Context: an optimization exercise on an open-source flow, tuned for small area and few clock cycles. The choices shown serve that exercise and are no tape-out recipe. At most, simulation tests tie the RTL to the original design; equivalence was not proved. The RTL of runs 3 and 4 was laid out without a check of its function. Power figures rest on the tool's default switching activity, not on a simulated workload.

**design/flow/design.v**
```verilog
module sf_reasm (
    input  wire         clk,
    input  wire         rst,
    input  wire         in_valid,
    input  wire [7:0]   in_data,
    input  wire         in_last,
    output wire         in_ready,
    output wire         out_valid,
    input  wire         out_ready,
    output wire [7:0]   out_data,
    output wire         out_last,
    output wire         resp_valid,
    output wire         resp_avail,
    output wire [2:0]   resp_disp,
    output wire         resp_meta_upd,
    output wire         meta_valid,
    output wire [159:0] cur_meta
);
    localparam L = 32;               
    localparam W = 8 * L;
    localparam [159:0] META_NONE = {64'd0, 8'hFF, 88'd0};
    localparam [2:0] D_ACCEPTED  = 3'd0;
    localparam [2:0] D_EMITTED   = 3'd1;
    localparam [2:0] D_DUPLICATE = 3'd2;
    localparam [2:0] D_STALE     = 3'd3;
    localparam [2:0] D_OOR       = 3'd4;
    localparam [2:0] D_MALFORMED = 3'd5;
    localparam [2:0] D_LATE      = 3'd7;
    reg             emit;            
    reg  [4:0]      g;               
    reg  [5:0]      rx_cnt;
    reg  [W-1:0]    cbuf;
    reg  [W-1:0]    sb0, sb1, sb2, sb3, sb4, sb5;    
    reg  [1:0]      bound;
    reg  [31:0]     frame_id;
    reg  [7:0]      dpres;
    reg  [1:0]      fpres;
    reg  [1:0]      decoded;
    reg  [1:0]      meta_seen;
    reg  [17:0]     tags;            
    reg             meta_valid_q;
    reg  [159:0]    cur_meta_q;
    reg             sv;              
    reg             mdiff;           
    reg             recw;            
    reg             recw_s;
    reg  [2:0]      r_disp;
    reg             r_upd;
    reg             pend;
    reg  [2:0]      pend_tgt;
    reg             cs;
    reg  [6:0]      ep;              
    reg  [6:0]      op;              
    reg  [1:0]      eblk;
    reg  [2:0]      cblk;
    reg             d0miss;
    reg             frev;            
    reg  [7:0]      fq0, fq1, fq2, fq3;
    reg  [1:0]      fwp, frp;
    reg  [2:0]      fcnt;
    wire [15:0]     f  = {cbuf[8*29 +: 8], cbuf[8*30 +: 8]};
    wire [7:0]      b  = cbuf[8*28 +: 8];
    wire            s  = f[0];
    wire [159:0]    rec;
    genvar gi;
    generate
        for (gi = 0; gi < 20; gi = gi + 1) begin : g_rec
            assign rec[8*gi +: 8] = cbuf[8*(26-gi) +: 8];
        end
    endgenerate
    wire            len_ok  = (rx_cnt == 6'd31);
    wire            is_meta = (b == 8'd0);
    wire            is_fec  = (b == 8'd4);
    wire            is_oor  = (b >= 8'd5);
    wire            bound_s = bound[s];
    wire [15:0]     fid_s   = s ? frame_id[31:16] : frame_id[15:0];
    wire [15:0]     fdist   = f - fid_s;
    wire            stale   = bound_s && fdist[15];
    wire            claim   = !bound_s || (fdist != 16'd0 && !fdist[15]);
    wire [3:0]      dp_e   = claim ? 4'd0 : (s ? dpres[7:4] : dpres[3:0]);
    wire            fp_e   = claim ? 1'b0 : fpres[s];
    wire            dec_e  = claim ? 1'b0 : decoded[s];
    wire            seen_e = claim ? 1'b0 : meta_seen[s];
    wire [2:0]      cnt_e  = {2'd0, dp_e[0]} + {2'd0, dp_e[1]} + {2'd0, dp_e[2]} + {2'd0, dp_e[3]} + {2'd0, fp_e};
    wire            meta_chg = is_meta && (!seen_e || mdiff);
    wire            filled = is_fec ? fp_e : dp_e[b[1:0]];
    wire            late   = !filled && dec_e;
    wire            stored = !filled && !dec_e;
    wire [3:0]      dp_n = (stored && !is_fec) ? (dp_e | (4'b0001 << b[1:0])) : dp_e;
    wire            fp_n = fp_e | (stored && is_fec);
    wire            complete = stored && (cnt_e == 3'd3);
    wire            keep     = stored && !complete;
    wire            rx_ok   = rx_cnt[5] || (g == rx_cnt[4:0]);
    wire            in_hs   = !emit && rx_ok && in_valid;
    wire            commit  = in_hs && in_last;
    wire            accept  = len_ok && !is_oor && !stale;
    wire            pl_wr   = in_hs && !rx_cnt[5];
    wire            c_emit  = commit && accept && complete;
    wire            c_upd   = commit && accept && meta_chg;
    wire [2:0]      c_disp  = !len_ok ? D_MALFORMED :
                              is_oor  ? D_OOR :
                              stale   ? D_STALE :
                              filled  ? D_DUPLICATE :
                              late    ? D_LATE :
                              complete ? D_EMITTED : D_ACCEPTED;
    wire [W-1:0]    e0 = cs ? sb3 : sb0;
    wire [W-1:0]    e1 = cs ? sb4 : sb1;
    wire [W-1:0]    e2 = cs ? sb5 : sb2;
    wire [2:0]      t0 = cs ? tags[11:9]  : tags[2:0];
    wire [2:0]      t1 = cs ? tags[14:12] : tags[5:3];
    wire [2:0]      t2 = cs ? tags[17:15] : tags[8:6];
    wire [2:0]      et = {1'b0, eblk};
    wire            h0 = (t0 == et);
    wire            h1 = (t1 == et);
    wire            h2 = (t2 == et);
    wire            hc = (cblk == et);
    wire            klt20 = (eblk == 2'd1) ? (ep < 7'd28) :
                            (eblk == 2'd2) ? (ep < 7'd56) : (ep < 7'd84);
    wire            allx = !(h0 || h1 || h2 || hc) || (hc && d0miss && klt20);
    function [7:0] tap;
        input [W-1:0] r;
        input [1:0]   t;
        begin
            case (t)
            2'd0: tap = r[8*7  +: 8];
            2'd1: tap = r[8*3  +: 8];
            2'd2: tap = r[8*31 +: 8];
            default: tap = r[8*27 +: 8];
            endcase
        end
    endfunction
    wire [7:0]      fdata = ((h0 || allx) ? tap(e0, eblk) : 8'd0)
                          ^ ((h1 || allx) ? tap(e1, eblk) : 8'd0)
                          ^ ((h2 || allx) ? tap(e2, eblk) : 8'd0)
                          ^ ((hc || allx) ? tap(cbuf, eblk) : 8'd0);
    wire            pop     = emit && (fcnt != 3'd0) && out_ready;
    wire            room    = (fcnt != 3'd4) || pop;
    wire            push    = emit && (ep != 7'd92) && (g == ep[4:0]) && room;
    wire            o_last  = (op == 7'd91);
    wire            e_done  = pop && o_last;
    wire            modify  = emit && frev && d0miss && (g >= 5'd4) && (g <= 5'd23);
    wire            fix_ld  = emit && frev && d0miss && (g == 5'd31);
    wire [7:0]      xs      = e0[8*31 +: 8] ^ e1[8*31 +: 8] ^ e2[8*31 +: 8];
    wire [7:0]      c_out = cbuf[8*31 +: 8];
    wire [7:0]      c_in  = pl_wr  ? in_data :
                            modify ? (c_out ^ xs) : c_out;
    wire            spare = (g[4:2] == 3'd0);
    wire            mvp   = pend && !spare;
    wire            rw0   = spare && recw && !recw_s;
    wire            rw1   = spare && recw && recw_s;
    wire [7:0]      x0    = sb0[W-1 -: 8];
    wire [7:0]      x1    = sb1[W-1 -: 8];
    wire [7:0]      x2    = sb2[W-1 -: 8];
    wire [7:0]      x3    = sb3[W-1 -: 8];
    wire [7:0]      x4    = sb4[W-1 -: 8];
    wire [7:0]      x5    = sb5[W-1 -: 8];
    always @(posedge clk) begin
        cbuf <= {cbuf[W-9:0], c_in};
        sb0  <= {sb0[W-9:0], rw0 ? cbuf[8*27 +: 8] : (mvp && pend_tgt == 3'd0) ? c_out : x0};
        sb1  <= {sb1[W-9:0], rw0 ? cbuf[8*23 +: 8] : (mvp && pend_tgt == 3'd1) ? c_out : x1};
        sb2  <= {sb2[W-9:0], rw0 ? cbuf[8*19 +: 8] : (mvp && pend_tgt == 3'd2) ? c_out : x2};
        sb3  <= {sb3[W-9:0], rw1 ? cbuf[8*27 +: 8] : (mvp && pend_tgt == 3'd3) ? c_out : x3};
        sb4  <= {sb4[W-9:0], rw1 ? cbuf[8*23 +: 8] : (mvp && pend_tgt == 3'd4) ? c_out : x4};
        sb5  <= {sb5[W-9:0], rw1 ? cbuf[8*19 +: 8] : (mvp && pend_tgt == 3'd5) ? c_out : x5};
    end
    wire [7:0]      mref = (g[3:2] == 2'd1) ? (sv ? sb3[8*3  +: 8] : sb0[8*3  +: 8]) :
                           (g[3:2] == 2'd2) ? (sv ? sb4[8*7  +: 8] : sb1[8*7  +: 8]) :
                                              (sv ? sb5[8*11 +: 8] : sb2[8*11 +: 8]);
    always @(posedge clk) begin
        if (in_hs && rx_cnt == 6'd0) begin
            sv    <= in_data[0];
            mdiff <= 1'b0;
        end else if (in_hs && !rx_cnt[5] && rx_cnt >= 6'd4 && rx_cnt < 6'd16 && in_data != mref)
            mdiff <= 1'b1;
        if (commit && accept && keep) begin
            if (s) begin
                if (cnt_e[1:0] == 2'd0) tags[11:9]  <= b[2:0];
                if (cnt_e[1:0] == 2'd1) tags[14:12] <= b[2:0];
                if (cnt_e[1:0] == 2'd2) tags[17:15] <= b[2:0];
            end else begin
                if (cnt_e[1:0] == 2'd0) tags[2:0]   <= b[2:0];
                if (cnt_e[1:0] == 2'd1) tags[5:3]   <= b[2:0];
                if (cnt_e[1:0] == 2'd2) tags[8:6]   <= b[2:0];
            end
            pend_tgt <= {1'b0, s, 1'b0} + {1'b0, s} + {1'b0, cnt_e[1:0]};
        end
        if (c_emit) begin
            cs     <= s;
            cblk   <= b[2:0];
            d0miss <= !dp_n[0];
            r_disp <= D_EMITTED;
        end
        if (commit) begin
            ep   <= 7'd0;
            op   <= 7'd0;
            eblk <= 2'd0;
            frev <= 1'b1;
        end else begin
            if (push) begin
                ep <= ep + 7'd1;
                if (ep == 7'd7 || ep == 7'd35 || ep == 7'd63)
                    eblk <= eblk + 2'd1;
            end
            if (pop)
                op <= op + 7'd1;
            if (g == 5'd31)
                frev <= 1'b0;
        end
        if (push) begin
            case (fwp)
            2'd0: fq0 <= fdata;
            2'd1: fq1 <= fdata;
            2'd2: fq2 <= fdata;
            default: fq3 <= fdata;
            endcase
        end
    end
    always @(posedge clk) begin
        if (rst) begin
            emit         <= 1'b0;
            g            <= 5'd0;
            rx_cnt       <= 6'd0;
            bound        <= 2'b00;
            dpres        <= 8'd0;
            fpres        <= 2'b00;
            decoded      <= 2'b00;
            meta_seen    <= 2'b00;
            meta_valid_q <= 1'b0;
            cur_meta_q   <= META_NONE;
            pend         <= 1'b0;
            recw         <= 1'b0;
            fwp          <= 2'd0;
            frp          <= 2'd0;
            fcnt         <= 3'd0;
            r_upd        <= 1'b0;
        end else begin
            g <= g + 5'd1;
            if (g == 5'd31) begin
                pend <= 1'b0;
                recw <= 1'b0;
            end
            if (push) fwp <= fwp + 2'd1;
            if (pop)  frp <= frp + 2'd1;
            fcnt <= fcnt + {2'd0, push} - {2'd0, pop};
            if (in_hs && rx_cnt != 6'd63)
                rx_cnt <= rx_cnt + 6'd1;
            if (commit) begin
                rx_cnt <= 6'd0;
                r_upd  <= meta_chg;
                if (accept) begin
                    bound[s]     <= 1'b1;
                    if (s) frame_id[31:16] <= f; else frame_id[15:0] <= f;
                    if (s) dpres[7:4] <= complete ? 4'hF : dp_n; else dpres[3:0] <= complete ? 4'hF : dp_n;
                    fpres[s]     <= fp_n;
                    decoded[s]   <= dec_e | complete;
                    meta_seen[s] <= seen_e | is_meta;
                    if (meta_chg) begin
                        cur_meta_q   <= rec;
                        meta_valid_q <= 1'b1;
                        recw   <= 1'b1;
                        recw_s <= s;
                    end
                    if (keep)
                        pend <= 1'b1;
                    if (complete)
                        emit <= 1'b1;
                end
            end
            if (e_done)
                emit <= 1'b0;
            if (fix_ld) begin
                cur_meta_q    <= rec;
                meta_valid_q  <= 1'b1;
                r_upd         <= 1'b1;
                meta_seen[cs] <= 1'b1;
                recw   <= 1'b1;
                recw_s <= cs;
            end
        end
    end
    reg [7:0] fhead;
    always @(*) begin
        case (frp)
        2'd0: fhead = fq0;
        2'd1: fhead = fq1;
        2'd2: fhead = fq2;
        default: fhead = fq3;
        endcase
    end
    assign in_ready      = !emit && rx_ok;
    assign out_valid     = emit && (fcnt != 3'd0);
    assign out_data      = fhead;
    assign out_last      = o_last;
    assign resp_valid    = (commit && !c_emit) || e_done;
    assign resp_avail    = !commit;
    assign resp_disp     = commit ? c_disp : r_disp;
    assign resp_meta_upd = commit ? c_upd : r_upd;
    assign meta_valid    = meta_valid_q || c_upd;
    assign cur_meta      = c_upd ? rec : cur_meta_q;
endmodule
```
**design/flow/run.sh**
```bash
#!/bin/bash
# synth_recipe.tcl (not shown) runs the flow's synth.tcl, then flattens the netlist and writes it again
# the make line also repeats each setting of config.mk as NAME=value (left out here)
make -C /OpenROAD-flow-scripts/flow DESIGN_CONFIG=/design/flow/config.mk WORK_HOME=/design/flow/orfs CLKGATE_MAP_FILE= SYNTH_SCRIPT=/design/flow/synth_recipe.tcl finish
```
**design/flow/config.mk**
```make
export PLATFORM = sky130hd
export DESIGN_NAME = sf_reasm
export DESIGN_NICKNAME = sf_reasm
export VERILOG_FILES = /design/flow/design.v
export SDC_FILE = /design/flow/constraint.sdc
export NUM_CORES = 4
export LEC_CHECK = 0
export ABC_AREA = 1
export CAP_MARGIN = 20
export CELL_PAD_IN_SITES_DETAIL_PLACEMENT = 1
export CELL_PAD_IN_SITES_GLOBAL_PLACEMENT = 2
export CORE_MARGIN = 2
export CORE_UTILIZATION = 50
export CTS_CLUSTER_DIAMETER = 100
export CTS_CLUSTER_SIZE = 28
export PLACE_DENSITY = 0.6
export SLEW_MARGIN = 20
```
**design/flow/constraint.sdc**
```tcl
create_clock -name core_clock -period 15.0 [get_ports {clk}]
set_input_delay 3.0000 -clock core_clock [delete_from_list [all_inputs] [get_ports {clk}]]
set_output_delay 3.0000 -clock core_clock [all_outputs]
set_load 0.01 [all_outputs]
```
==> results of run 1 <==
## final cells by class
class                      count  area (um2)  area share, %
tap                         1414        1770           2.92
antenna                        1        2.50        0.00413
timing repair buffer         225        2210           3.65
clock buffer                  94        2180           3.60
inverter                     375        1410           2.33
clock inverter                13         256          0.423
multi-input combinational   1881        9870           16.3
sequential                  2099       42900           70.8
## cells in the mapped netlist, drive strengths merged, types with 3 or more instances
cell    count  area [um2]
dfxtp    2009       40200
nand2     559        2120
o21ai     552        2760
inv       374        1400
a21oi     230        1160
nor2      139         544
clkbuf     96         360
edfxtp     90        2700
buf        73         394
nand3      71         388
o211ai     60         450
xor2       48         420
ha         39         488
mux2i      25         250
nor3       20         105
o21a       20         150
or2        17         106
xnor2      17         149
nand4      12        75.1
o221ai     12         105
a22o        8        70.1
a32oi       7        61.3
nor4        7        43.8
a31oi       6        37.5
a221o       5        50.1
fa          4        80.1
o22ai       4        25.0
a221oi      3        26.3
and2        3        18.8
nand3b      3        22.5
## worst register-to-register path: cells and delay by family, from the launching register on
kind,cells,cell delay (ns)
compound gates,3,0.59
fa+ha+maj,1,0.30
buf+inv,5,2.11
flops,1,0.81
simple gates,15,2.34
## metal layers
metal | share of wire, % | up-vias
met3 | 4.5 | 158
met1 | 47 | 14700
met5 | 0 | -
met4 | 3.0 | 0
li1 | - | 14800
met2 | 46 | 423
## power groups by stage
stage / registers, mW / clock network [mW] / logic, mW
detailed placement: 5.96 / 0 / 0.245
finish: 5.83 / 2.72 / 0.243
global route: 5.85 / 3.02 / 0.272
CTS: 5.84 / 2.81 / 0.246
floorplan: 5.91 / 0 / 0.149
global placement: 5.96 / 0 / 0.244
## cells by family after synthesis
group / count (synthesis)
buffers and inverters: 544
muxes: 25
xor gates and xnor gates: 65
and+or+nand+nor: 832
AOI/OAI and AO/OA: 916
DFF: 2099
adders and majority gates: 43
## flip-flops by register name, indices dropped and copies added (netlist names), 18 cells and up, named ones only
name and count:
cur_meta_q 160, sb5 256, tags 18, sb0 256, cbuf 256, sb2 256, sb3 256, sb1 256
frame_id 30, sb4 256
## per-stage QoR
step	total power, mW	util [%]	hold WS [ns]
after floorplan	6.06	-	0.310
after global placement	6.21	53.4	0.310
after detailed placement	6.21	53.4	0.313
after CTS	8.89	55.7	0.321
after global routing	9.14	55.7	0.322
final	8.79	55.7	0.309
## worst paths after layout
kind | start | to | depth (start not counted)
worst max-delay path | cbuf[240] | resp_valid | 28
worst min-delay path | sb2[225] | sb2[233] | 0
worst max register to register | cbuf[240] | cur_meta_q[24] | 24
worst min register to register | sb2[225] | sb2[233] | 0
==> results.json, run 1 <==
{
  "drive_gt1_share_pct": 3.99,
  "swShare_pct": 21.7,
  "synthFlopType": "dfxtp_1",
  "grt_util_met1_pct": 30.3,
  "post_cts_buffers": 0,
  "fin_crit_ns": 10.02,
  "start_kind": "register",
  "stdcell_count": 6102,
  "synth_top_family_by_area": "compound AO/OA/AOI/OAI gates",
  "post_dp_cell_area_um2": 58200,
  "status": "finished clean",
  "clkSlewWorstSetupHoldPaths_ns": 0.10,
  "yosys.area_share.xor_xnor_pct": 1.04,
  "mostFrequentLayoutCell": "dfxtp_1",
  "finalClockSkew_ns": 0.0419,
  "post-route-period-util_pct": 66.8,
  "use_met2_pct": 35.6,
  "clock_sinks": 2099,
  "antenna_found_initial": 6,
  "fp.dieW_um": 335,
  "vias": 30000,
  "die_h_um": 335,
  "critical-path-top-delay-family": "simple AND/OR/NAND/NOR gates",
  "switchingPower_mw": 1.91,
  "slew_viol_final": 0,
  "grt_pass1_wl_um": 186000,
  "ctsResizeCount": 0,
  "synth_compound_gate_area_share_pct": 9.09,
  "synth_area_per_cell_um2": 12.1,
  "finish.instance_area_um2": 60600,
  "pwr-share-comb_pct": 2.8,
  "numCtsBuffers": 86,
  "globalplace.congestion": 0.816,
  "synth_cells": 4524,
  "cts-root-buf": "clkbuf_16",
  "fin_ws_ns": 4.98,
  "fin_setup_tns_ns": 0,
  "core.rowCount": 121,
  "cts_hold_buf": 0,
  "grt_util_met3_pct": 4.24,
  "avgRoutedWirePerCell_um": 20.4,
  "power_density_nw_per_um2": 145,
  "fp.coreArea_um2": 109000,
  "criticalPathCategory": "register to primary output",
  "cp_common_cell": "nand2_1",
  "mostFrequentLayoutCells": "dfxtp_1 (2009), nand2_1 (552), o21ai_0 (549)",
  "fill_cells": 10900,
  "cpPeakStageDelay_ns": 0.81,
  "hold_violations": 0,
  "grt_pass1_vias": 30500,
  "ff2ff_setup_slack_ns": 8.68,
  "grt_overflow": 0,
  "vdd_drop_max_mv": 0.117,
  "firstDrtPassIters": 7,
  "synth.area.mux_share_pct": 0.456,
  "cp_num_buf_inv": 6,
  "slowest_stage": "dfxtp_1",
  "clock_latency_ns": 0.72,
  "cp_data_required_time_ns": 12.00,
  "synthAdderAreaFrac_pct": 1.03,
  "synth-simple-area-share_pct": 6.24,
  "grt_use_total_pct": 22.0,
  "cts_max_level": 3,
  "grt_max_degree": 127,
  "ios": 191,
  "synthesis.area_um2": 54900,
  "yosysSeqAreaShare_pct": 78.2,
  "vias_per_cell": 4.92,
  "nNetsFinal": 4724,
  "leakage_nw": 23.9,
  "ant_nets": 0,
  "yosysUniqueCellTypes": 54,
  "synth_nets": 4580,
  "worstHoldPathType": "register to register",
  "p_clk_share_pct": 30.9,
  "fmax_mhz": 99.8,
  "post-place-ws_ns": 5.20,
  "ys_async_sr_fraction_pct": 0,
  "cts_tree": "done",
  "area_delta_synth_final_pct": 10.5,
  "worst_setup_path_end_kind": "primary output",
  "clk_path_buf_depth": 3,
  "cp.arrival_ns": 7.02,
  "rsz0062_at_grt": "no",
  "io_buffers": 190,
  "routed_wl_um": 124000,
  "finalSetupViolations": 0,
  "slew_headroom_pct": 26.3,
  "initialDrtViolationCount": 1773,
  "yosys_register_bits": 2099,
  "yosysWarnings": 1,
  "initial_core_util_pct": 50.4,
  "synth_edf_count": 90,
  "cap_viol_max_count": 0,
  "drcViolationCount": 0,
  "worst-slew-pin-transition_ns": 1.10,
  "dp_cells": 5993,
  "power_frac_seq_pct": 66.3,
  "grt_busiest_layer": "met2",
  "hpwl_um": 84100,
  "intPower_mw": 6.88,
  "crit_fanout": 17,
  "die-area_um2": 112000
}
Testbench counts, summed over its fixed seeds: cycles 120,183.
==> run 2, diff against run 1 <==
--- a/design/flow/config.mk
+++ b/design/flow/config.mk
@@ -7,3 +7,2 @@
 export LEC_CHECK = 0
-export ABC_AREA = 1
 export CAP_MARGIN = 20
==> results.json, run 2 <==
{
  "yosysMostFrequentCell": "dfxtp_1",
  "fp.coreArea_um2": 111000,
  "finalClockSkew_ns": 0.0342,
  "cpPeakStageDelay_ns": 0.65,
  "initialDrtViolationCount": 1420,
  "leakage_nw": 24.6,
  "drcViolationCount": 0,
  "antenna_found_initial": 6,
  "power_density_nw_per_um2": 142,
  "finalSetupViolations": 0,
  "netlist_top_cells_area": "dfxtp_1 (72%), mux2i_1 (5.3%), edfxtp_1 (4.8%)",
  "clkSlewWorstSetupHoldPaths_ns": 0.11,
  "numCtsBuffers": 86,
  "synth_edf_count": 90,
  "cap_viol_max_count": 0,
  "worstHoldPathType": "register to register",
  "synth_nets": 3966,
  "cts-root-buf": "clkbuf_16",
  "fin_crit_ns": 10.23,
  "post_cts_buffers": 0,
  "synth_area_per_cell_um2": 14.3,
  "hold_violations": 0,
  "synth_cells": 3910,
  "synthFlopType": "dfxtp_1",
  "yosysWarnings": 1,
  "initial_core_util_pct": 50.4,
  "cts_max_level": 3,
  "vdd_drop_max_mv": 0.123,
  "vias_per_cell": 4.91,
  "clock_latency_ns": 0.71,
  "clock_sinks": 2099,
  "grt_pass1_vias": 29500,
  "min_path_cells": 0,
  "worst-slew-pin-transition_ns": 1.06,
  "cp_cell_sequence": "buf_4, mux2i_1, ha_1, a21oi_1, o22ai_1, nand2b_1, or3_1, a221oi_2, nand3_2, o21ai_0, buf_4, nand2_1, fa_1, fa_1, inv_1, ha_1, inv_1, or3_1, a211o_1, o2111ai_1, clkdlybuf4s50_1",
  "holdWs_ns": 0.319,
  "yosysTopAreaCellShare_pct": 72.0,
  "fp.dieW_um": 338,
  "ys_async_sr_fraction_pct": 0,
  "area_delta_synth_final_pct": 10.1,
  "stdcell_count": 5568,
  "cp_data_required_time_ns": 12.00,
  "grt_max_degree": 128,
  "slew_headroom_pct": 28.7,
  "avgRoutedWirePerCell_um": 21.5,
  "die-area_um2": 114000,
  "ff_latch_area_um2": 42900,
  "yosysSeqAreaShare_pct": 76.8,
  "globalplace.congestion": 0.807,
  "yosys_register_bits": 2099,
  "cts_hold_buf": 0,
  "cts_tree": "done",
  "synthesis.area_um2": 55900,
  "die_h_um": 338,
  "start_kind": "register",
  "synth_area_leader_cell": "dfxtp_1",
  "r2r_cells": 20,
  "multi_input_area_um2": 12000,
  "grt_pass1_wl_um": 182000,
  "post-route-period-util_pct": 68.2,
  "grt_overflow": 0,
  "crit_fanout": 29,
  "fin_setup_tns_ns": 0,
  "core.rowCount": 122,
  "routed_wl_um": 120000,
  "nNetsFinal": 4114,
  "ys_top_cells_by_count": "dfxtp_1 (2009), nand2_1 (422), mux2i_1 (298), mux2_2 (143), nor2_1 (106)",
  "ctsResizeCount": 0,
  "clk_path_buf_depth": 3,
  "cp.arrival_ns": 7.23,
  "ios": 191,
  "fill_cells": 10500,
  "yosysUniqueCellTypes": 76,
  "io_buffers": 190,
  "dp_cells": 5458,
  "grt_use_total_pct": 20.9,
  "drive_gt1_share_pct": 7.63,
  "hpwl_um": 80300,
  "status": "finished clean",
  "fmax_mhz": 97.7,
  "slew_viol_final": 0,
  "ant_nets": 0,
  "firstDrtPassIters": 5,
  "mostFrequentLayoutCells": "dfxtp_1 (2007), nand2_1 (422), mux2i_1 (298)",
  "criticalPathCategory": "register to primary output",
  "worst_setup_path_end_kind": "primary output",
  "rsz0062_at_grt": "no",
  "mostFrequentLayoutCell": "dfxtp_1",
  "vias": 27300,
  "slowest_stage": "clkdlybuf4s50_1"
}
run 2: changes by cell type after synthesis, moves of 49 or more:
| cell | change |
|---|---|
| a21oi_1 | -183 |
| inv_1 | -325 |
| mux2_2 | +143 |
| o21ai_0 | -468 |
| o211ai_1 | -60 |
| mux2i_1 | +273 |
| nand3_1 | -50 |
| mux2_1 | +78 |
| xnor2_1 | +51 |
| nand2_1 | -130 |
| buf_2 | -49 |
run 2: power breakdown:
group | total [mW] | switching, mW | internal, mW
clock network | 2.73 | 1.63 | 1.09
registers | 5.84 | 0.128 | 5.72
logic | 0.185 | 0.116 | 0.0688
run 2: final timing paths:
check                 start            to  slack [ns]
setup / recovery  cbuf[240]  resp_disp[0]        4.77
hold / removal     sb1[108]      sb1[116]        0.32
setup reg to reg  cbuf[240]      register        8.58
hold reg to reg    sb1[108]      sb1[116]        0.32
run 2: per-stage QoR:
stage | util (%) | area, um2 | setup slack, ns | power [mW]
3_3_place_gp | 53.3 | 59000 | 5.14 | 6.16
5_1_grt | 55.5 | 61500 | 4.30 | 9.09
2_1_floorplan | - | 55900 | 6.14 | 6.02
4_1_cts | 55.5 | 61500 | 4.71 | 8.85
6_report | 55.5 | 61500 | 4.77 | 8.76
3_5_place_dp | 53.3 | 59100 | 5.51 | 6.16
run 2: layer usage:
layer	share of wire [%]	GRT usage [%]	up-vias
li1	-	-	13200
met1	45	27.2	13600
met2	49	35.7	339
met3	2.8	2.96	178
met4	3.3	6.81	0
met5	0	0	-
run 2: cell type report:
cell class	instances	share of cell area [%]
Antenna cell	2	0.00814
Clock buffer	96	3.65
Clock inverter	12	0.311
Inverter	47	0.299
Multi-Input combinational cell	1610	19.5
Sequential cell	2099	69.8
Tap cell	1488	3.03
Timing Repair Buffer	214	3.45
run 2: cells by family after synthesis:
logic type               after synthesis  synth area share (%)
multiplexers                         533                  10.4
XOR/XNOR                              99                  1.55
adder cells (fa/ha/maj)               43                  1.02
AND/OR/NAND/NOR                      680                  5.25
AO/OA/AOI/OAI                        255                  3.14
flip-flops                          2099                  76.8
buffers and inverters                201                  1.87
run 2: critical path: cells and delay by family, from the launching register on:
family	cells	cell delay (ns)
multiplexers	1	0.25
AO/OA/AOI/OAI	6	1.41
buffers and inverters	5	1.56
AND/OR/NAND/NOR	5	1.34
flip-flops	1	0.55
adder cells (fa/ha/maj)	4	1.39
==> run 3, diff against run 2 <==
--- a/design/flow/design.v
+++ b/design/flow/design.v
@@ -52,3 +52,2 @@
     reg  [6:0]      ep;              
-    reg  [6:0]      op;              
     reg  [1:0]      eblk;
@@ -138,3 +137,3 @@
     wire            push    = emit && (ep != 7'd92) && (g == ep[4:0]) && room;
-    wire            o_last  = (op == 7'd91);
+    wire            o_last  = (ep == 7'd92) && (fcnt == 3'd1);    
     wire            e_done  = pop && o_last;
@@ -194,3 +193,2 @@
             ep   <= 7'd0;
-            op   <= 7'd0;
             eblk <= 2'd0;
@@ -203,4 +201,2 @@
             end
-            if (pop)
-                op <= op + 7'd1;
             if (g == 5'd31)
--- a/design/flow/config.mk
+++ b/design/flow/config.mk
@@ -7,2 +7,3 @@
 export LEC_CHECK = 0
+export ABC_AREA = 1
 export CAP_MARGIN = 20
==> results.json, run 3 <==
{
  "area_delta_synth_final_pct": 10.3,
  "grt_overflow": 0,
  "leakage_nw": 23.7,
  "yosysWarnings": 1,
  "start_kind": "register",
  "cts_hold_buf": 0,
  "core.rowCount": 121,
  "r2r-start": "cbuf[240]",
  "hold_violations": 0,
  "initial_core_util_pct": 50.3,
  "r2r_end": "cur_meta_q[29]",
  "fmax_mhz": 104,
  "hold_path_end": "sb4[99]",
  "antenna_found_initial": 6,
  "yosysUniqueCellTypes": 54,
  "synthFlopType": "dfxtp_1",
  "synth_area_per_cell_um2": 12.2,
  "criticalPathCategory": "register to primary output",
  "cp_data_required_time_ns": 12.00,
  "finalClockSkew_ns": 0.0281,
  "final_util_pct": 55.5,
  "nNetsFinal": 4682,
  "worst-slew-pin-transition_ns": 1.27,
  "synth_area_leader_cell": "dfxtp_1",
  "slew_viol_final": 0,
  "clk_path_buf_depth": 3,
  "power_density_nw_per_um2": 145,
  "mostFrequentLayoutCells": "dfxtp_1 (2002), nand2_1 (560), o21ai_0 (522)",
  "io_buffers": 190,
  "grt_max_degree": 234,
  "worstHoldPathType": "register to register",
  "slew_headroom_pct": 14.5,
  "fin_setup_tns_ns": 0,
  "p_total_mw": 8.75,
  "grt_pass1_wl_um": 187000,
  "worst_setup_path_end_kind": "primary output",
  "ys_top_cells_by_count": "dfxtp_1 (2002), nand2_1 (560), o21ai_0 (522), inv_1 (361), a21oi_1 (229)",
  "ant_nets": 0,
  "hold_start": "sb4[91]",
  "die_h_um": 334,
  "rsz0062_at_grt": "no",
  "firstDrtPassIters": 5,
  "min_path_cells": 0,
  "cp.arrival_ns": 6.59,
  "mostFrequentLayoutCell": "dfxtp_1",
  "synthesis.area_um2": 54600,
  "fp.dieW_um": 334,
  "fill_cells": 10900,
  "insertedDiodeCount": 0,
  "hpwl_um": 83900,
  "initialDrtViolationCount": 2058,
  "r2r_cells": 20,
  "fp.coreArea_um2": 109000,
  "cts_tree": "done",
  "cap_viol_max_count": 0,
  "grt_pass1_vias": 30300,
  "drive_gt1_share_pct": 3.70,
  "vias_per_cell": 4.90,
  "routed_wl_um": 124000,
  "crit_fanout": 20,
  "netlist_top_cells_area": "dfxtp_1 (73%), edfxtp_1 (4.9%), o21ai_0 (4.8%)",
  "fin_crit_ns": 9.59,
  "ctsResizeCount": 0,
  "synth_edf_count": 90,
  "post_cts_buffers": 0,
  "die-area_um2": 112000,
  "drcViolationCount": 0,
  "synth_nets": 4543,
  "vdd_drop_max_mv": 0.123,
  "ios": 191,
  "post-route-period-util_pct": 63.9,
  "yosysMostFrequentCell": "dfxtp_1",
  "cts-root-buf": "clkbuf_16",
  "clock_latency_ns": 0.72,
  "yosysSeqAreaShare_pct": 78.3,
  "post_dp_cell_area_um2": 57800,
  "finalSetupViolations": 0,
  "vias": 29700,
  "numCtsBuffers": 85,
  "holdWs_ns": 0.321,
  "status": "finished clean",
  "yosys_register_bits": 2092,
  "synth_cells": 4489,
  "ff2ff_setup_slack_ns": 8.79,
  "ys_async_sr_fraction_pct": 0,
  "yosysTopAreaCellShare_pct": 73.4,
  "clkSlewWorstSetupHoldPaths_ns": 0.11,
  "grt_use_total_pct": 22.2,
  "clock_sinks": 2092,
  "avgRoutedWirePerCell_um": 20.5,
  "finish.instance_area_um2": 60200,
  "globalplace.congestion": 0.795,
  "cts_max_level": 3
}
## run 3: cell count changes in the layout (fill, tap and decap cells not counted), moves of 28 or more
cell	change
o21ai_0	+441
nor2b_1	-28
o311ai_0	-28
nand2_1	+138
xnor2_1	-51
nand3_1	+42
o211ai_1	+58
mux2_1	-78
nor2_1	+35
inv_1	+315
mux2_2	-142
mux2i_1	-265
a21oi_1	+184
## run 3: cells by family after synthesis
family | Yosys count | synth area share, %
flip-flops | 2092 | 78.3
AO/OA/AOI/OAI | 899 | 8.95
AND/OR/NAND/NOR | 823 | 6.14
buffers and inverters | 533 | 3.88
XOR/XNOR | 67 | 1.07
adder cells (fa/ha/maj) | 41 | 0.994
multiplexers | 34 | 0.626
## run 3: cell type report
cell class	count	area [um2]	area share, %
sequential	2092	42800	71.0
inverter	371	1400	2.32
clock inverter	11	191	0.318
multi-input combinational	1864	9790	16.3
tap	1414	1770	2.94
timing repair buffer	214	2110	3.50
clock buffer	96	2190	3.64
## run 3: routing by layer
metal  GRT usage [%]  routed length, um  up-vias
met2            35.7              56500      417
li1                -                  -    14600
met3            2.98               4280      125
met5               0                  0        -
met4            4.81               2210        0
met1            31.9              61200    14600
## run 3: worst max-delay path: stages, from the launching register on
cell             delay, ns
dfxtp_1               0.59
buf_4                 0.42
mux2i_1               0.25
ha_1                  0.31
nand2_1               0.15
inv_1                 0.07
a21oi_1               0.23
nand2_2               0.11
nand2_1               0.07
nand2_1               0.04
inv_1                 0.04
nand2_1               0.06
nor2_1                0.08
nand3_1               0.13
o21bai_4              0.30
nand2_1               0.17
fa_1                  0.52
fa_1                  0.37
inv_1                 0.07
ha_1                  0.13
inv_1                 0.09
nor3_1                0.56
nand3_4               0.19
nor2_4                0.26
o21ai_0               0.12
clkdlybuf4s50_1       0.50
## run 3: per-stage QoR
stage               worst slack [ns]  std cells
global placement                5.87       5955
floorplan                       7.01       4489
detailed placement              5.87       5955
CTS                             5.35       6062
global route                    4.82       6062
finish                          5.41       6062
## run 3: where the power goes
group	total [mW]	leakage (nW)	switching, mW	internal, mW
registers	5.81	17.0	0.0894	5.72
clock network	2.70	1.16	1.63	1.07
logic	0.237	5.49	0.173	0.0641
total	8.75	23.7	1.89	6.86
## run 3: worst max-delay path by stage
| stage | start | slack, ns | depth (start not counted) | endpoint |
|---|---|---|---|---|
| final | cbuf[240] | 5.41 | 25 | resp_valid |
| after detailed placement | in_valid | 5.87 | 9 | cur_meta[5] |
| after global placement | in_valid | 5.87 | 9 | cur_meta[5] |
| after floorplan | cbuf[240] | 7.01 | 27 | resp_valid |
| after CTS | cbuf[240] | 5.35 | 25 | resp_valid |
| after global routing | cbuf[240] | 4.82 | 25 | resp_valid |
==> run 4, diff against run 3 <==
--- a/design/flow/config.mk
+++ b/design/flow/config.mk
@@ -8,3 +8,3 @@
 export ABC_AREA = 1
-export CAP_MARGIN = 20
+export CAP_MARGIN = 10
 export CELL_PAD_IN_SITES_DETAIL_PLACEMENT = 1
@@ -16,2 +16,2 @@
 export PLACE_DENSITY = 0.6
-export SLEW_MARGIN = 20
+export SLEW_MARGIN = 10
==> results.json, run 4 <==
{
  "status": "finished clean",
  "ios": 191,
  "hold_start": "sb4[91]",
  "yosysWarnings": 1,
  "synthAdderAreaFrac_pct": 0.994,
  "netlist_top_cells_area": "dfxtp_1 (73%), edfxtp_1 (4.9%), o21ai_0 (4.8%)",
  "clk_path_buf_depth": 3,
  "cp_common_cell": "nand2_1",
  "hold_violations": 0,
  "worst-slew-pin-transition_ns": 1.29,
  "area_delta_synth_final_pct": 10.3,
  "ff_latch_area_um2": 42800,
  "power_density_nw_per_um2": 145,
  "yosysSeqAreaShare_pct": 78.3,
  "cap_viol_max_count": 0,
  "fin_setup_tns_ns": 0,
  "worst_setup_path_end_kind": "primary output",
  "initialDrtViolationCount": 1970,
  "antenna_found_initial": 6,
  "cts_max_level": 3,
  "cp_num_buf_inv": 6,
  "criticalPathCategory": "register to primary output",
  "cts_tree": "done",
  "yosysTopAreaCellShare_pct": 73.4,
  "p_total_mw": 8.75,
  "synthesis.area_um2": 54600,
  "initial_core_util_pct": 50.3,
  "clkSlewWorstSetupHoldPaths_ns": 0.11,
  "slew_viol_final": 0,
  "ys_async_sr_fraction_pct": 0,
  "yosys.area_share.xor_xnor_pct": 1.07,
  "leakage_nw": 23.7,
  "io_buffers": 190,
  "start_kind": "register",
  "firstDrtPassIters": 5,
  "yosysUniqueCellTypes": 54,
  "stdcell_count": 6062,
  "crit_fanout": 20,
  "core.rowCount": 121,
  "cts_hold_buf": 0,
  "critical-path-top-delay-family": "simple AND/OR/NAND/NOR gates",
  "fp.coreArea_um2": 109000,
  "critPathLaunch": "cbuf[240]",
  "die_h_um": 334,
  "grt_overflow": 0,
  "clock_latency_ns": 0.71,
  "ant_nets": 0,
  "synth_compound_gate_area_share_pct": 8.95,
  "synth_edf_count": 90,
  "grt_use_total_pct": 22.2,
  "synth_cells": 4489,
  "yosysMostFrequentCell": "dfxtp_1",
  "slowest_stage": "dfxtp_1",
  "grt_pass1_wl_um": 187000,
  "ctsResizeCount": 0,
  "mostFrequentLayoutCell": "dfxtp_1",
  "cp.arrival_ns": 6.58,
  "finalClockSkew_ns": 0.0260,
  "fin_crit_ns": 9.58,
  "insertedDiodeCount": 0,
  "synth.area.mux_share_pct": 0.626,
  "grt_pass1_vias": 30300,
  "nNetsFinal": 4682,
  "yosys_register_bits": 2092,
  "drcViolationCount": 0,
  "vias_per_cell": 4.91,
  "synth_area_per_cell_um2": 12.2,
  "final_util_pct": 55.5,
  "synthFlopType": "dfxtp_1",
  "finalSetupViolations": 0,
  "vdd_drop_max_mv": 0.123,
  "mostFrequentLayoutCells": "dfxtp_1 (2002), nand2_1 (560), o21ai_0 (522)",
  "hpwl_um": 83900,
  "numCtsBuffers": 85,
  "cts-root-buf": "clkbuf_16",
  "routed_wl_um": 124000,
  "post-place-ws_ns": 5.87,
  "rsz0062_at_grt": "no",
  "synth-simple-area-share_pct": 6.14,
  "synth_area_leader_cell": "dfxtp_1",
  "die-area_um2": 112000,
  "synth_top_family_by_area": "compound AO/OA/AOI/OAI gates",
  "ys_top_cells_by_count": "dfxtp_1 (2002), nand2_1 (560), o21ai_0 (522), inv_1 (361), a21oi_1 (229)",
  "globalplace.congestion": 0.795,
  "post_cts_buffers": 0,
  "cp_data_required_time_ns": 12.00,
  "dp_cells": 5955,
  "worstHoldPathType": "register to register",
  "fin_ws_ns": 5.42,
  "fmax_mhz": 104,
  "synth_nets": 4543,
  "slew_headroom_pct": 13.3,
  "cpPeakStageDelay_ns": 0.59,
  "clock_sinks": 2092,
  "post-route-period-util_pct": 63.9,
  "fill_cells": 10900,
  "r2r-start": "cbuf[240]",
  "fp.dieW_um": 334,
  "avgRoutedWirePerCell_um": 20.5,
  "multi_input_area_um2": 9790,
  "drive_gt1_share_pct": 3.70,
  "grt_max_degree": 234,
  "vias": 29700
}
-- run 4: area by class of cell --
cell class	count	area share, %
Tap cell	1414	2.94
Sequential cell	2092	71.0
Inverter	371	2.32
Clock inverter	11	0.318
Multi-Input combinational cell	1864	16.3
Timing Repair Buffer	214	3.50
Clock buffer	96	3.64
-- run 4: per-stage QoR --
step                      area (um2)  hold WS, ns
after floorplan                54600        0.310
after detailed placement       57800        0.313
after global routing           60200        0.323
after global placement         57800        0.310
final                          60200        0.321
after CTS                      60200        0.321
-- run 4: cells by family after synthesis --
family                     Yosys count
DFF                               2092
xor gates and xnor gates            67
and+or+nand+nor                    823
buffers and inverters              533
adders and majority gates           41
AOI/OAI and AO/OA                  899
muxes                               34
-- run 4: final timing paths --
| kind | to | slack (ns) | cells past startpoint |
|---|---|---|---|
| min reg2reg | sb4[99] | 0.32 | 0 |
| min | sb4[99] | 0.32 | 0 |
| max reg2reg | cur_meta_q[29] | 8.79 | 22 |
| max | resp_valid | 5.42 | 25 |
-- run 4: report_power, final --
part           switching, mW  internal (mW)
sequential            0.0895           5.72
clock                   1.63           1.07
combinational          0.173         0.0641
-- run 4: routing by layer --
layer / vias up / part of all wire, % / wire length [um] / global-route usage (%)
met1: 14600 / 49 / 61300 / 31.9
met3: 127 / 3.5 / 4300 / 2.98
li1: 14600 / - / - / -
met2: 408 / 45 / 56400 / 35.7
met5: - / 0 / 0 / 0
met4: 0 / 1.8 / 2230 / 4.81
-- run 4: worst reg2reg max path, stage by stage (launching register included) --
cell and delay (ns):
dfxtp_1 0.59, buf_4 0.42, mux2i_1 0.26, ha_1 0.31, nand2_1 0.15, inv_1 0.07, a21oi_1 0.23, nand2_2 0.11
nand2_1 0.07, nand2_1 0.04, inv_1 0.04, nand2_1 0.06, nor2_1 0.09, nand3_1 0.13, o21bai_4 0.30, nand3_1 0.18
nand4_1 0.11, buf_4 0.58, nand2_8 0.58, buf_4 0.70, buf_4 0.57, o21ai_0 0.36, a21oi_1 0.08
==> run 5, diff against run 4 <==
--- a/design/flow/design.v
+++ b/design/flow/design.v
@@ -46,3 +46,2 @@
     reg             recw_s;
-    reg  [2:0]      r_disp;
     reg             r_upd;
@@ -189,3 +188,2 @@
             d0miss <= !dp_n[0];
-            r_disp <= D_EMITTED;
         end
@@ -291,3 +289,3 @@
     assign resp_avail    = !commit;
-    assign resp_disp     = commit ? c_disp : r_disp;
+    assign resp_disp     = commit ? c_disp : D_EMITTED;
     assign resp_meta_upd = commit ? c_upd : r_upd;
--- a/design/flow/config.mk
+++ b/design/flow/config.mk
@@ -8,3 +8,3 @@
 export ABC_AREA = 1
-export CAP_MARGIN = 10
+export CAP_MARGIN = 20
 export CELL_PAD_IN_SITES_DETAIL_PLACEMENT = 1
@@ -13,5 +13,5 @@
 export CORE_UTILIZATION = 50
-export CTS_CLUSTER_DIAMETER = 100
-export CTS_CLUSTER_SIZE = 28
+export CTS_CLUSTER_DIAMETER = 60
+export CTS_CLUSTER_SIZE = 40
 export PLACE_DENSITY = 0.6
-export SLEW_MARGIN = 10
+export SLEW_MARGIN = 20
==> results.json, run 5 <==
{
  "hpwl_um": 80600,
  "cts_hold_buf": 0,
  "fin_setup_tns_ns": 0,
  "yosysMostFrequentCell": "dfxtp_1",
  "crit_fanout": 31,
  "fin_crit_ns": 9.94,
  "io_buffers": 190,
  "antenna_found_initial": 2,
  "fill_cells": 10900,
  "die-area_um2": 112000,
  "stdcell_count": 6186,
  "post_cts_buffers": 0,
  "routed_wl_um": 123000,
  "yosysWarnings": 1,
  "cts_tree": "done",
  "synth_cells": 4486,
  "finalClockSkew_ns": 0.0563,
  "critical-path-top-delay-family": "simple AND/OR/NAND/NOR gates",
  "mostFrequentLayoutCells": "dfxtp_1 (2002), o21ai_0 (557), nand2_1 (537)",
  "grt_pass1_vias": 30900,
  "clkSlewWorstSetupHoldPaths_ns": 0.10,
  "initialDrtViolationCount": 1778,
  "power_density_nw_per_um2": 158,
  "synthFlopType": "dfxtp_1",
  "status": "finished clean",
  "vdd_drop_max_mv": 0.0929,
  "post-route-period-util_pct": 66.3,
  "grt_pass1_wl_um": 187000,
  "clock_sinks": 2092,
  "ant_nets": 0,
  "worst-slew-pin-transition_ns": 1.06,
  "ys_top_cells_by_count": "dfxtp_1 (2002), o21ai_0 (558), nand2_1 (538), inv_1 (357), a21oi_1 (221)",
  "worstHoldPathType": "register to register",
  "synth_area_per_cell_um2": 12.2,
  "slew_viol_final": 0,
  "clock_latency_ns": 0.76,
  "die_h_um": 334,
  "yosysUniqueCellTypes": 54,
  "post_dp_cell_area_um2": 57800,
  "cp_num_buf_inv": 7,
  "synthesis.area_um2": 54600,
  "nNetsFinal": 4713,
  "vias": 30100,
  "cap_viol_max_count": 0,
  "dp_cells": 5951,
  "cp.arrival_ns": 6.94,
  "slew_headroom_pct": 29.1,
  "fmax_mhz": 101,
  "final_util_pct": 57.6,
  "synth_area_leader_cell": "dfxtp_1",
  "cpPeakStageDelay_ns": 0.51,
  "synth_nets": 4540,
  "yosysTopAreaCellShare_pct": 73.4,
  "globalplace.congestion": 0.811,
  "vias_per_cell": 4.86,
  "area_delta_synth_final_pct": 14.6,
  "rsz0062_at_grt": "no",
  "cts-root-buf": "clkbuf_16",
  "grt_overflow": 0,
  "cts_max_level": 3,
  "ys_async_sr_fraction_pct": 0,
  "core.rowCount": 121,
  "yosys_register_bits": 2092,
  "mostFrequentLayoutCell": "dfxtp_1",
  "firstDrtPassIters": 5,
  "fp.coreArea_um2": 109000,
  "start_kind": "register",
  "drive_gt1_share_pct": 6.44,
  "synth_edf_count": 90,
  "finalSetupViolations": 0,
  "ctsResizeCount": 0,
  "clk_path_buf_depth": 3,
  "netlist_top_cells_area": "dfxtp_1 (73%), o21ai_0 (5.1%), edfxtp_1 (5.0%)",
  "ios": 191,
  "criticalPathCategory": "register to primary output",
  "fp.dieW_um": 334,
  "slowest_stage": "fa_1",
  "cp_data_required_time_ns": 12.00,
  "p_total_mw": 9.91,
  "initial_core_util_pct": 50.3,
  "post-place-ws_ns": 5.72,
  "leakage_nw": 24.7,
  "worst_setup_path_end_kind": "primary output",
  "finish.instance_area_um2": 62500,
  "avgRoutedWirePerCell_um": 19.9,
  "hold_violations": 0,
  "holdWs_ns": 0.293,
  "yosysSeqAreaShare_pct": 78.4,
  "grt_max_degree": 239,
  "fin_ws_ns": 5.06,
  "cp_common_cell": "inv_1",
  "grt_use_total_pct": 22.0,
  "drcViolationCount": 0,
  "numCtsBuffers": 120
}
run 5: cell count changes after synthesis, moves of 10 or more:
cell / delta
o21ai_1: -18
clkbuf_1: +21
o21a_1: +15
nor2_1: -11
o21ai_0: +36
nand2_1: -22
nand3_1: +10
clkbuf_2: -10
run 5: routing by layer:
metal / up-vias / wire [um] / GRT usage, %
met2: 463 / 56400 / 35.7
met4: 2 / 3520 / 6.49
li1: 14800 / - / -
met5: - / 13 / 0
met3: 192 / 6200 / 4.99
met1: 14600 / 57000 / 29.6
run 5: final cells by class:
type	instances	area [um2]	share of cell area, %
multi-input cells	1867	9780	15.6
clock buffers	130	3100	4.96
repair buffers	217	2140	3.42
flip-flops and latches	2092	42800	68.4
diodes	8	20.0	0.0320
inverters	361	1360	2.17
well taps	1414	1770	2.83
clock inverters	97	1590	2.54
run 5: power breakdown:
| part | switching [mW] | internal (mW) |
|---|---|---|
| sequential | 0.0844 | 5.71 |
| clock | 2.14 | 1.75 |
| combinational | 0.160 | 0.0590 |
run 5: worst reg2reg max path, delay by kind of cell (launching register included):
| kind | cells | cell delay, ns |
|---|---|---|
| AOI/OAI and AO/OA | 3 | 0.79 |
| buffers and inverters | 6 | 2.08 |
| DFF | 1 | 0.32 |
| and+or+nand+nor | 14 | 2.37 |
| adders and majority gates | 1 | 0.31 |
run 5: final timing paths:
check        startpoint             end  slack [ns]  cells past startpoint
min reg2reg    sb5[127]        sb5[135]        0.29                      0
max reg2reg   cbuf[240]  cur_meta_q[33]        8.98                     24
min            sb5[127]        sb5[135]        0.29                      0
max           cbuf[240]      resp_valid        5.06                     28
run 5: logic make-up (layout without fill, tap and decap cells):
logic type	count (synthesis)	after routing	share of synthesized area, %
flip-flops	2092	2092	78.4
XOR/XNOR	65	65	1.04
other	0	8	0
multiplexers	25	25	0.461
adder cells (fa/ha/maj)	41	41	0.995
AND/OR/NAND/NOR	823	823	6.27
buffers and inverters	527	805	3.76
AO/OA/AOI/OAI	913	913	9.07
Testbench counts of run 5, summed over its fixed seeds: cycles 120,183.
==> run 6, diff against run 5 <==
--- a/design/flow/config.mk
+++ b/design/flow/config.mk
@@ -13,4 +13,4 @@
 export CORE_UTILIZATION = 50
-export CTS_CLUSTER_DIAMETER = 60
-export CTS_CLUSTER_SIZE = 40
+export CTS_CLUSTER_DIAMETER = 80
+export CTS_CLUSTER_SIZE = 34
 export PLACE_DENSITY = 0.6
==> results.json, run 6 <==
{
  "finish.instance_area_um2": 60200,
  "cts_hold_buf": 0,
  "hpwl_um": 80600,
  "die_h_um": 334,
  "routed_wl_um": 121000,
  "rsz0062_at_grt": "no",
  "ys_async_sr_fraction_pct": 0,
  "start_kind": "register",
  "cts-root-buf": "clkbuf_16",
  "post_cts_buffers": 0,
  "mostFrequentLayoutCell": "dfxtp_1",
  "min_path_cells": 0,
  "cpPeakStageDelay_ns": 0.51,
  "clkSlewWorstSetupHoldPaths_ns": 0.12,
  "final_util_pct": 55.4,
  "globalplace.congestion": 0.811,
  "critPathLaunch": "cbuf[240]",
  "worst-slew-pin-transition_ns": 1.02,
  "r2r_end": "d0miss",
  "fp.dieW_um": 334,
  "clock_sinks": 2092,
  "crit_fanout": 31,
  "io_buffers": 190,
  "synthFlopType": "dfxtp_1",
  "synth_cells": 4486,
  "ant_nets": 0,
  "initialDrtViolationCount": 1774,
  "synthesis.area_um2": 54600,
  "ys_top_cells_by_count": "dfxtp_1 (2002), o21ai_0 (558), nand2_1 (538), inv_1 (357), a21oi_1 (221)",
  "status": "finished clean",
  "core.rowCount": 121,
  "fin_setup_tns_ns": 0,
  "post_dp_cell_area_um2": 57800,
  "ctsResizeCount": 0,
  "numCtsBuffers": 77,
  "drive_gt1_share_pct": 4.09,
  "grt_overflow": 0,
  "yosys_register_bits": 2092,
  "r2r-start": "cbuf[240]",
  "cts_max_level": 3,
  "finalClockSkew_ns": 0.0388,
  "cap_viol_max_count": 0,
  "cp_common_cell": "inv_1",
  "leakage_nw": 23.6,
  "worstSetupEndpoint": "resp_valid",
  "dp_cells": 5951,
  "vias": 29700,
  "yosysSeqAreaShare_pct": 78.4,
  "slowest_stage": "fa_1",
  "clk_path_buf_depth": 3,
  "antenna_found_initial": 3,
  "avgRoutedWirePerCell_um": 19.9,
  "ff2ff_setup_slack_ns": 9.00,
  "use_met2_pct": 34.9,
  "yosysTopAreaCellShare_pct": 73.4,
  "cp.arrival_ns": 6.94,
  "stdcell_count": 6063,
  "firstDrtPassIters": 5,
  "post-place-ws_ns": 5.72,
  "hold_violations": 0,
  "grt_pass1_vias": 30100,
  "fmax_mhz": 101,
  "nNetsFinal": 4670,
  "synth_area_leader_cell": "dfxtp_1",
  "synth_edf_count": 90,
  "grt_pass1_wl_um": 182000,
  "criticalPathCategory": "register to primary output",
  "yosysUniqueCellTypes": 54,
  "area_delta_synth_final_pct": 10.3,
  "mostFrequentLayoutCells": "dfxtp_1 (2002), o21ai_0 (557), nand2_1 (537)",
  "yosysWarnings": 1,
  "cts_tree": "done",
  "fin_crit_ns": 9.94,
  "grt_use_total_pct": 21.5,
  "post-route-period-util_pct": 66.3,
  "vdd_drop_max_mv": 0.0967,
  "synth_nets": 4540,
  "fp.coreArea_um2": 109000,
  "drcViolationCount": 0,
  "netlist_top_cells_area": "dfxtp_1 (73%), o21ai_0 (5.1%), edfxtp_1 (5.0%)",
  "synth_area_per_cell_um2": 12.2,
  "power_density_nw_per_um2": 145,
  "initial_core_util_pct": 50.3,
  "worst_setup_path_end_kind": "primary output",
  "ios": 191,
  "slew_viol_final": 0,
  "yosysMostFrequentCell": "dfxtp_1",
  "cp_data_required_time_ns": 12.00,
  "die-area_um2": 112000,
  "r2r_cells": 26,
  "grt_util_met3_pct": 4.52,
  "clock_latency_ns": 0.72,
  "slew_headroom_pct": 31.9,
  "grt_busiest_layer": "met2",
  "fin_ws_ns": 5.06,
  "finalSetupViolations": 0,
  "grt_util_met1_pct": 29.2,
  "vias_per_cell": 4.90,
  "worstHoldPathType": "register to register",
  "grt_max_degree": 239
}
-- run 6: cell counts after synthesis --
No cell type changed its count.
-- run 6: final cells by class --
cell class / instances / area, um2
timing repair buffer: 217 / 2140
clock buffer: 85 / 1980
multi-input combinational: 1867 / 9780
tap: 1414 / 1770
clock inverter: 25 / 353
fill: 10900 / 48400
antenna: 2 / 5.00
sequential: 2092 / 42800
inverter: 361 / 1360
-- run 6: cell families (layout without fill, tap and decap cells) --
group | after synthesis | count (layout) | synth area share, %
compound gates | 913 | 913 | 9.07
xor+xnor | 65 | 65 | 1.04
fa+ha+maj | 41 | 41 | 0.995
buf+inv | 527 | 688 | 3.76
flops | 2092 | 2092 | 78.4
mux | 25 | 25 | 0.461
other cells | 0 | 2 | 0
simple gates | 823 | 823 | 6.27
-- run 6: where the power goes --
group          internal, mW  switching [mW]
Sequential             5.71          0.0835
Combinational        0.0590           0.160
Clock                  1.01            1.67
Total                  6.78            1.92
-- run 6: through the flow --
stage,total power [mW],hold WS [ns]
final,8.70,0.325
after CTS,8.80,0.322
after floorplan,6.01,0.310
after global routing,9.02,0.326
after detailed placement,6.15,0.313
after global placement,6.14,0.310
-- run 6: worst min path at each step --
stage                     to  slack, ns  startpoint
floorplan           cbuf[10]       0.31     cbuf[2]
global placement    sb1[172]       0.31    sb1[164]
detailed placement   sb0[18]       0.31     sb0[10]
CTS                 sb3[128]       0.32    sb3[120]
global route        sb3[125]       0.33    sb3[117]
finish              cbuf[20]       0.32    cbuf[12]
-- run 6: critical path: cells and delay by family, from the launching register on --
family,cells,cell delay [ns]
AND/OR/NAND/NOR,15,2.77
buffers and inverters,7,1.55
adder cells (fa/ha/maj),4,1.32
AO/OA/AOI/OAI,2,0.25
flip-flops,1,0.32
-- run 6: per-layer routing --
| layer | routed length [um] | vias to the layer above |
|---|---|---|
| met5 | 11 | - |
| met4 | 3150 | 2 |
| met3 | 5570 | 156 |
| met2 | 55100 | 392 |
| met1 | 56800 | 14500 |
| li1 | - | 14700 |
==> run 7, diff against run 6 <==
--- a/design/flow/config.mk
+++ b/design/flow/config.mk
@@ -13,4 +13,4 @@
 export CORE_UTILIZATION = 50
-export CTS_CLUSTER_DIAMETER = 80
-export CTS_CLUSTER_SIZE = 34
+export CTS_CLUSTER_DIAMETER = 100
+export CTS_CLUSTER_SIZE = 28
 export PLACE_DENSITY = 0.6
==> results.json, run 7 <==
{
  "cts_tree": "done",
  "worstSetupEndpoint": "resp_valid",
  "vias_per_cell": 4.89,
  "clock_latency_ns": 0.71,
  "area_delta_synth_final_pct": 10.4,
  "status": "finished clean",
  "finish.instance_area_um2": 60300,
  "cts_hold_buf": 0,
  "post-route-period-util_pct": 66.2,
  "post_cts_buffers": 0,
  "slew_viol_final": 0,
  "critPathLaunch": "cbuf[240]",
  "p_clk_share_pct": 31.2,
  "switchingPower_mw": 1.86,
  "cpPeakStageDelay_ns": 0.51,
  "hpwl_um": 80600,
  "synth_cells": 4486,
  "clkSlewWorstSetupHoldPaths_ns": 0.11,
  "initial_core_util_pct": 50.3,
  "mostFrequentLayoutCell": "dfxtp_1",
  "core.rowCount": 121,
  "r2r_cells": 24,
  "ys_async_sr_fraction_pct": 0,
  "netlist_top_cells_area": "dfxtp_1 (73%), o21ai_0 (5.1%), edfxtp_1 (5.0%)",
  "ant_nets": 0,
  "firstDrtPassIters": 5,
  "ff2ff_setup_slack_ns": 8.96,
  "grt_overflow": 0,
  "power_frac_seq_pct": 66.3,
  "slowest_stage": "fa_1",
  "io_buffers": 190,
  "worst_setup_path_end_kind": "primary output",
  "grt_pass1_vias": 30400,
  "stdcell_count": 6062,
  "fmax_mhz": 101,
  "slew_headroom_pct": 32.6,
  "post-place-ws_ns": 5.72,
  "cts-root-buf": "clkbuf_16",
  "cp.arrival_ns": 6.94,
  "ios": 191,
  "rsz0062_at_grt": "no",
  "drive_gt1_share_pct": 3.98,
  "hold_violations": 0,
  "ys_top_cells_by_count": "dfxtp_1 (2002), o21ai_0 (558), nand2_1 (538), inv_1 (357), a21oi_1 (221)",
  "yosys_register_bits": 2092,
  "post_dp_cell_area_um2": 57800,
  "power_density_nw_per_um2": 145,
  "synth_area_leader_cell": "dfxtp_1",
  "yosysUniqueCellTypes": 54,
  "routed_wl_um": 121000,
  "fp.dieW_um": 334,
  "grt_max_degree": 239,
  "synthesis.area_um2": 54600,
  "cp_data_required_time_ns": 12.00,
  "crit_fanout": 31,
  "worstHoldPathType": "register to register",
  "grt_pass1_wl_um": 183000,
  "vias": 29700,
  "synth_area_per_cell_um2": 12.2,
  "start_kind": "register",
  "vdd_drop_max_mv": 0.0823,
  "fin_crit_ns": 9.94,
  "avgRoutedWirePerCell_um": 19.9,
  "clk_path_buf_depth": 3,
  "cap_viol_max_count": 0,
  "finalSetupViolations": 0,
  "cp_common_cell": "inv_1",
  "die_h_um": 334,
  "synth_nets": 4540,
  "swShare_pct": 21.3,
  "criticalPathCategory": "register to primary output",
  "fp.coreArea_um2": 109000,
  "dp_cells": 5951,
  "initialDrtViolationCount": 1793,
  "fin_ws_ns": 5.06,
  "yosysMostFrequentCell": "dfxtp_1",
  "cts_max_level": 3,
  "pwr-share-comb_pct": 2.5,
  "finalClockSkew_ns": 0.0271,
  "mostFrequentLayoutCells": "dfxtp_1 (2002), o21ai_0 (557), nand2_1 (537)",
  "r2r-start": "cbuf[240]",
  "globalplace.congestion": 0.811,
  "nNetsFinal": 4678,
  "yosysSeqAreaShare_pct": 78.4,
  "worst-slew-pin-transition_ns": 1.01,
  "ctsResizeCount": 0,
  "antenna_found_initial": 3,
  "synthFlopType": "dfxtp_1",
  "drcViolationCount": 0,
  "yosysTopAreaCellShare_pct": 73.4,
  "fin_setup_tns_ns": 0,
  "leakage_nw": 23.7,
  "die-area_um2": 112000,
  "synth_edf_count": 90,
  "intPower_mw": 6.88,
  "numCtsBuffers": 85,
  "grt_use_total_pct": 21.6,
  "clock_sinks": 2092,
  "r2r_end": "cur_meta_q[33]",
  "yosysWarnings": 1
}
## run 7: cell count changes in the layout (fill, tap and decap cells not counted), sizes merged
cell      change
diode         +1
inv          -12
clkbuf       +13
bufinv        +2
clkinv        -3
clkinvlp      -2
## run 7: stage by stage
| step | total power [mW] | hold WS, ns | util, % |
|---|---|---|---|
| 6_report | 8.75 | 0.320 | 55.5 |
| 4_1_cts | 8.85 | 0.313 | 55.5 |
| 3_5_place_dp | 6.15 | 0.313 | 53.3 |
| 2_1_floorplan | 6.01 | 0.310 | - |
| 5_1_grt | 9.09 | 0.335 | 55.5 |
| 3_3_place_gp | 6.14 | 0.310 | 53.3 |
## run 7: how the worst min path moves through the flow
stage / start / endpoint / slack [ns] / cells after the start
floorplan: cbuf[2] / cbuf[10] / 0.31 / 0
CTS: sb3[41] / sb3[49] / 0.31 / 0
finish: sb0[234] / sb0[242] / 0.32 / 0
detailed placement: sb0[10] / sb0[18] / 0.31 / 0
global route: sb3[224] / sb3[232] / 0.34 / 0
global placement: sb1[164] / sb1[172] / 0.31 / 0
## run 7: power by group through the flow
stage                     logic (mW)  registers (mW)  clock network, mW
after CTS                      0.222            5.80               2.82
after global routing           0.247            5.81               3.03
after detailed placement       0.220            5.93                  0
final                          0.218            5.80               2.73
after global placement         0.219            5.93                  0
after floorplan                0.134            5.88                  0
## run 7: area by class of cell
class	instances	area (um2)
Antenna cell	3	7.51
Timing Repair Buffer	217	2140
Inverter	361	1360
Tap cell	1414	1770
Fill cell	11000	48300
Multi-Input combinational cell	1867	9780
Sequential cell	2092	42800
Clock buffer	98	2230
Clock inverter	10	189
## run 7: layer usage
layer | vias to the layer above | GRT usage [%] | routed length, um
met1 | 14500 | 29.4 | 56900
met4 | 2 | 6.16 | 3350
met3 | 145 | 4.62 | 5480
met5 | - | 0 | 13
met2 | 386 | 34.9 | 55100
li1 | 14700 | - | -
## run 7: critical path: cells and delay by family, from the launching register on
family          cells  cell delay (ns)
fa+ha+maj           4             1.32
flops               1             0.32
buf+inv             7             1.56
simple gates       15             2.75
compound gates      2             0.25
## run 7: logic make-up (layout without fill, tap and decap cells)
family / after synthesis / in the layout / synth area share, %
fa+ha+maj: 41 / 41 / 0.995
mux: 25 / 25 / 0.461
buf+inv: 527 / 686 / 3.76
xor+xnor: 65 / 65 / 1.04
compound gates: 913 / 913 / 9.07
other cells: 0 / 3 / 0
simple gates: 823 / 823 / 6.27
flops: 2092 / 2092 / 78.4
==> run 8, diff against run 7 <==
--- a/design/flow/design.v
+++ b/design/flow/design.v
@@ -51,3 +51,3 @@
     reg  [6:0]      ep;              
-    reg  [1:0]      eblk;
+    wire [1:0]      eblk = (ep < 7'd8) ? 2'd0 : (ep < 7'd36) ? 2'd1 : (ep < 7'd64) ? 2'd2 : 2'd3;
     reg  [2:0]      cblk;
@@ -191,3 +191,2 @@
             ep   <= 7'd0;
-            eblk <= 2'd0;
             frev <= 1'b1;
@@ -196,4 +195,2 @@
                 ep <= ep + 7'd1;
-                if (ep == 7'd7 || ep == 7'd35 || ep == 7'd63)
-                    eblk <= eblk + 2'd1;
             end
==> results.json, run 8 <==
{
  "cap_viol_max_count": 0,
  "min_path_cells": 0,
  "cp.arrival_ns": 6.72,
  "hold_start": "sb5[78]",
  "holdWs_ns": 0.314,
  "fp.coreArea_um2": 109000,
  "cts_max_level": 3,
  "numCtsBuffers": 85,
  "ys_async_sr_fraction_pct": 0,
  "hpwl_um": 83600,
  "finalClockSkew_ns": 0.0360,
  "clk_path_buf_depth": 3,
  "worst_setup_path_end_kind": "primary output",
  "path_depth": 25,
  "grt_pass1_wl_um": 187000,
  "pwr-share-comb_pct": 2.7,
  "cpPeakStageDelay_ns": 0.57,
  "hold_path_end": "sb5[86]",
  "r2r-start": "cbuf[240]",
  "p_clk_share_pct": 30.9,
  "netlist_top_cells_area": "dfxtp_1 (73%), edfxtp_1 (5.0%), nand2_1 (4.9%)",
  "final_util_pct": 55.4,
  "area_delta_synth_final_pct": 10.3,
  "fmax_mhz": 103,
  "cp_common_cell": "nor2_1",
  "avgRoutedWirePerCell_um": 20.5,
  "io_buffers": 190,
  "grt_pass1_vias": 30800,
  "cp_num_buf_inv": 4,
  "cts-root-buf": "clkbuf_16",
  "r2r_end": "cur_meta_q[146]",
  "post_cts_buffers": 0,
  "die_h_um": 334,
  "synth_area_per_cell_um2": 12.0,
  "grt_max_degree": 225,
  "synthFlopType": "dfxtp_1",
  "slew_headroom_pct": 24.9,
  "hold_violations": 0,
  "start_kind": "register",
  "cts_hold_buf": 0,
  "mostFrequentLayoutCells": "dfxtp_1 (1999), nand2_1 (711), o21ai_0 (434)",
  "clkSlewWorstSetupHoldPaths_ns": 0.11,
  "drcViolationCount": 0,
  "routed_wl_um": 125000,
  "slowest_stage": "nor2_1",
  "grt_use_total_pct": 22.3,
  "fin_setup_tns_ns": 0,
  "p_total_mw": 8.73,
  "core.rowCount": 121,
  "criticalPathCategory": "register to primary output",
  "globalplace.congestion": 0.801,
  "post-route-period-util_pct": 64.8,
  "ant_nets": 0,
  "synth_cells": 4525,
  "swShare_pct": 21.5,
  "vdd_drop_max_mv": 0.0854,
  "critical-path-top-delay-family": "simple AND/OR/NAND/NOR gates",
  "antenna_found_initial": 8,
  "power_frac_seq_pct": 66.4,
  "leakage_nw": 23.8,
  "cts_tree": "done",
  "switchingPower_mw": 1.88,
  "synthesis.area_um2": 54500,
  "fp.dieW_um": 334,
  "ctsResizeCount": 0,
  "worst-slew-pin-transition_ns": 1.12,
  "ios": 191,
  "status": "finished clean",
  "vias": 30100,
  "yosysUniqueCellTypes": 59,
  "synth_edf_count": 90
}
run 8: cell types whose count changed after synthesis, sizes merged, moves of 7 or more:
| cell | before | now |
|---|---|---|
| xnor2 | 17 | 29 |
| nor2 | 134 | 127 |
| o2111ai | 0 | 21 |
| o21a | 17 | 4 |
| inv | 360 | 352 |
| o21ai | 560 | 465 |
| a32oi | 7 | 0 |
| xor2 | 48 | 31 |
| buf | 59 | 66 |
| nand2 | 549 | 727 |
| o221ai | 12 | 0 |
| clkbuf | 107 | 92 |
| o211ai | 61 | 53 |
| a21oi | 222 | 229 |
run 8: power by group through the flow:
stage                     registers [mW]  logic (mW)  clock network [mW]
after floorplan                     5.88       0.146                   0
after global placement              5.92       0.240                   0
after detailed placement            5.93       0.241                   0
after CTS                           5.80       0.242                2.78
after global routing                5.82       0.267                2.99
final                               5.80       0.240                2.69
run 8: logic make-up after synthesis:
| logic type | Yosys count | share of synthesized area [%] |
|---|---|---|
| DFF | 2090 | 78.4 |
| and+or+nand+nor | 987 | 7.46 |
| AOI/OAI and AO/OA | 820 | 8.24 |
| buffers and inverters | 513 | 3.69 |
| xor gates and xnor gates | 60 | 0.964 |
| adders and majority gates | 37 | 0.904 |
| muxes | 18 | 0.331 |
run 8: through the flow:
step	worst slack, ns	instances
6_report	5.28	6105
5_1_grt	4.82	6102
4_1_cts	5.21	6102
3_5_place_dp	5.49	5996
3_3_place_gp	5.49	5996
2_1_floorplan	7.03	4525
run 8: worst max path at each step:
stage	endpoint	from	slack, ns
6_report	resp_valid	cbuf[240]	5.28
5_1_grt	resp_valid	cbuf[240]	4.82
4_1_cts	resp_valid	cbuf[240]	5.21
3_5_place_dp	cur_meta[93]	in_valid	5.49
3_3_place_gp	cur_meta[89]	in_valid	5.49
2_1_floorplan	resp_valid	cbuf[240]	7.03
run 8: per-layer routing:
layer | part of all wire [%] | track usage (%)
met2 | 45 | 35.8
met1 | 47 | 30.8
met5 | 0.015 | 0
met3 | 5.5 | 4.82
met4 | 2.3 | 5.87
run 8: cell type report:
type	instances	area, um2
Tap cell	1414	1770
Clock buffer	95	2170
Sequential cell	2090	42700
Inverter	355	1340
Multi-Input combinational cell	1922	9830
Antenna cell	3	7.51
Fill cell	10900	48400
Clock inverter	11	179
Timing Repair Buffer	215	2100
Testbench counts of run 8, summed over its fixed seeds: cycles 120,183.

Re-timed with assumed drivers on the ports (clkbuf_16 on the clock, buf_2 on other inputs), run 8 has 5.201 ns of setup slack against 5.278 ns with ideal ports, and 5.481 ns once port delays also move by the mid clock arrival of 0.760 ns.
